Source: an optimization exercise on an open RTL-to-GDS flow (aim: small area, a short achievable clock period and few clock cycles). Production flows keep margins and buffers that such runs may drop. Where RTL was checked, it was by simulation tests only, not by an equivalence proof against the original. No activity file was given, so power comes from the tool's default toggle rates.

violet:
// stele_codec
module stele_codec (
    input  wire        clk,
    input  wire        rst,
    input  wire        cmd_valid,
    output wire        cmd_ready,
    input  wire        cmd_op,         
    input  wire [31:0] pal0,
    input  wire [31:0] pal1,
    input  wire [31:0] pal2,
    input  wire [1:0]  pal_n,
    input  wire [15:0] width,
    input  wire [15:0] height,
    input  wire [31:0] npix,
    input  wire        px_valid,
    output wire        px_ready,
    input  wire [31:0] px_data,
    output wire        bo_valid,
    input  wire        bo_ready,
    output wire [7:0]  bo_data,
    input  wire        bi_valid,
    output wire        bi_ready,
    input  wire        bi_eos,
    input  wire [7:0]  bi_data,
    output wire        po_valid,
    input  wire        po_ready,
    output wire [31:0] po_data,
    output wire        busy,
    output reg         done,
    output reg         err,
    output wire [3:0]  err_kind,
    output reg  [2:0]  err_detail
);
Size: about 200 flip-flops, roughly 270 I/O pins, ~15000 um^2 of cells after synthesis.
clock: 10.0 ns
lec_check: 0
abc_clock_period_in_ps: 3000
cap_margin: 20
core_margin: 2
core_utilization: 40
setup_slack_margin: 5
slew_margin: 20
standard.sh (not shown) runs the stock make flow with config.mk's settings and CLKGATE_MAP_FILE= SYNTH_SCRIPT=/design/flow/synth_recipe.tcl, a recipe that flattens the netlist after the stock synthesis.
==> flow/flow/run.sh <==
#!/bin/bash
# Layout flow: the standard ORFS flow, with the port buffers that
# buffer_ports inserts made plain sky130 buffers.
set -euo pipefail
export BUFFER_PORTS_ARGS="-buffer_cell sky130_fd_sc_hd__buf_1"
bash standard.sh finish > standard_flow.log 2>&1
violet went all the way through the flow, and no timing, DRC or antenna check failed.
Modified inputs, quartz compared to violet
--- a/flow/flow/run.sh
+++ b/flow/flow/run.sh
@@ -4,3 +4,3 @@
 set -euo pipefail
-export BUFFER_PORTS_ARGS="-buffer_cell sky130_fd_sc_hd__buf_1"
+export BUFFER_PORTS_ARGS="-buffer_cell sky130_fd_sc_hd__buf_2"
 bash standard.sh finish > standard_flow.log 2>&1
--- outcome ---
- quartz and violet ended up with nearly the same worst hold path cell count.
- quartz against violet; design area is up by a few percent.
- Number of antenna repair diodes: quartz and violet compared, lower one is violet
- Measured against each other, quartz and violet differ in final core utilization, the lower figure coming from violet.
- Routed wire in quartz totals more than in violet.
- Looking at relative slew slack across quartz and violet, the one that comes out higher is quartz.
- Cmp quartz vs violet: post-detailed-route wirelength per cell higher in quartz
- quartz against violet; total power density per cell area is down slightly.
- ~same clock skew in quartz and violet
- Per the final summary, quartz finished and its layout is clean on timing, DRC and antenna.
- The run showing the greater met1 layer usage reported by global route is quartz.
- STATUS half-perimeter wire length of the detailed placement result: quartz loses against violet
Function was not checked in any run of this note: the RTL went through the layout flow alone.

* * *

Another version of the RTL of stele_codec (not shown whole).
Size in the first run: ~1600 cells after synthesis, ~210 flip-flops, roughly 15000 um2 of cells after synthesis.
export LEC_CHECK = 0
export CAP_MARGIN = 20
export CORE_MARGIN = 2
export CORE_UTILIZATION = 40
export SLEW_MARGIN = 20
create_clock -name core_clock -period 10.0 [get_ports {clk}]
==> flow/flow/run.sh <==
#!/bin/bash
set -euo pipefail
export BUFFER_PORTS_ARGS="-buffer_cell sky130_fd_sc_hd__buf_2"
export SETUP_SLACK_MARGIN=7
bash standard.sh finish > standard_flow.log 2>&1
The baseline completed with no timing, DRC or antenna violations.
Testbench counts at the start, summed over its fixed seeds: cycles 95,056.
Then changed:
--- a/flow/flow/run.sh
+++ b/flow/flow/run.sh
@@ -4 +4 @@
-export SETUP_SLACK_MARGIN=7
+export SETUP_SLACK_MARGIN=6.5
After rerunning: Die area is unchanged; non-clock buffer count drops by 86; critical path depth stays the same; routed wire length drops by a little under a tenth; register-to-register slack gets worse by 0.11 ns; maximum frequency climbs by a few percent; design area drops by roughly a tenth; power drops by roughly a tenth.
Then changed:
--- a/flow/flow/run.sh
+++ b/flow/flow/run.sh
@@ -4 +4 @@
-export SETUP_SLACK_MARGIN=6.5
+export SETUP_SLACK_MARGIN=6.0
=> Via count is lower by 3.1%. Total power falls by 1.6%. First-iteration DRC count came out lower by 13%. Final area is lower by 3.2%. Combinational power came out lower by about 7%. Die area stays the same. Cell count goes down by 0.99%. Maximum frequency drops by 1.5%. Register-to-register slack loses 0.31 ns. Worst hold slack gets better by 0.0053 ns. Synthesized area is unchanged.
Then changed:
--- a/flow/flow/run.sh
+++ b/flow/flow/run.sh
@@ -1,0 +2,2 @@
+# Layout flow: the standard ORFS flow, with the port buffers that
+# buffer_ports inserts made plain sky130 buffers.
@@ -4 +5,0 @@
-export SETUP_SLACK_MARGIN=6.0
Settings changed: ABC_CLOCK_PERIOD_IN_PS from default to 3000, SETUP_SLACK_MARGIN from default to 5.
First-iteration DRC count rose by 13%.
Synthesized cell count does not change.
Final cell count falls by 0.96%.
Area after synthesis stays the same.
Register-to-register slack loses 0.23 ns.
Clock-buffer cell count falls by 13.
Flip-flop and latch count does not change.
Worst setup slack is worse by 0.62 ns.
Cell area came out lower by 1.3%.

re-timing with driven ports:
No port has a modelled driver above. Below, the same layouts with a new extraction and two added sets of constraints. Step 1 (the two cells are an assumption about what drives the block):
set clk [get_ports {clk}]
set_driving_cell -lib_cell sky130_fd_sc_hd__clkbuf_16 $clk
set_driving_cell -lib_cell sky130_fd_sc_hd__buf_2 [delete_from_list [all_inputs] $clk]
Step 2 moves the port delays by t, midway between the first and last clock arrival at a register: inputs arrive t later, outputs are due t later. That takes back most of the time a late clock gives input paths. a / b / c = no drivers / after step 1 / after step 2; a / b = the first two.
run	t, ns	setup WS [ns]	clock arrival spread, ns	worst slew at a driven data input, ns
violet	0.517	5.134 / 5.081 / 5.125	0.016 / 0.016	0.10
quartz	0.515	5.174 / 5.120 / 5.051	0.018 / 0.018	0.11
the first run of note 2	0.628	5.956 / 5.899 / 6.102	0.011 / 0.012	0.10
the second run of note 2	0.611	6.064 / 6.011 / 5.992	0.014 / 0.013	0.09
the third run of note 2	0.607	6.003 / 5.952 / 5.610	0.022 / 0.022	0.08
the fourth run of note 2	0.609	5.385 / 5.332 / 5.522	0.033 / 0.033	0.11
After both steps setup and hold are still met in every run listed. The setup slack of the third run of note 2, which loses most, moves by -0.051 ns with the drivers and by -0.393 ns with both steps.
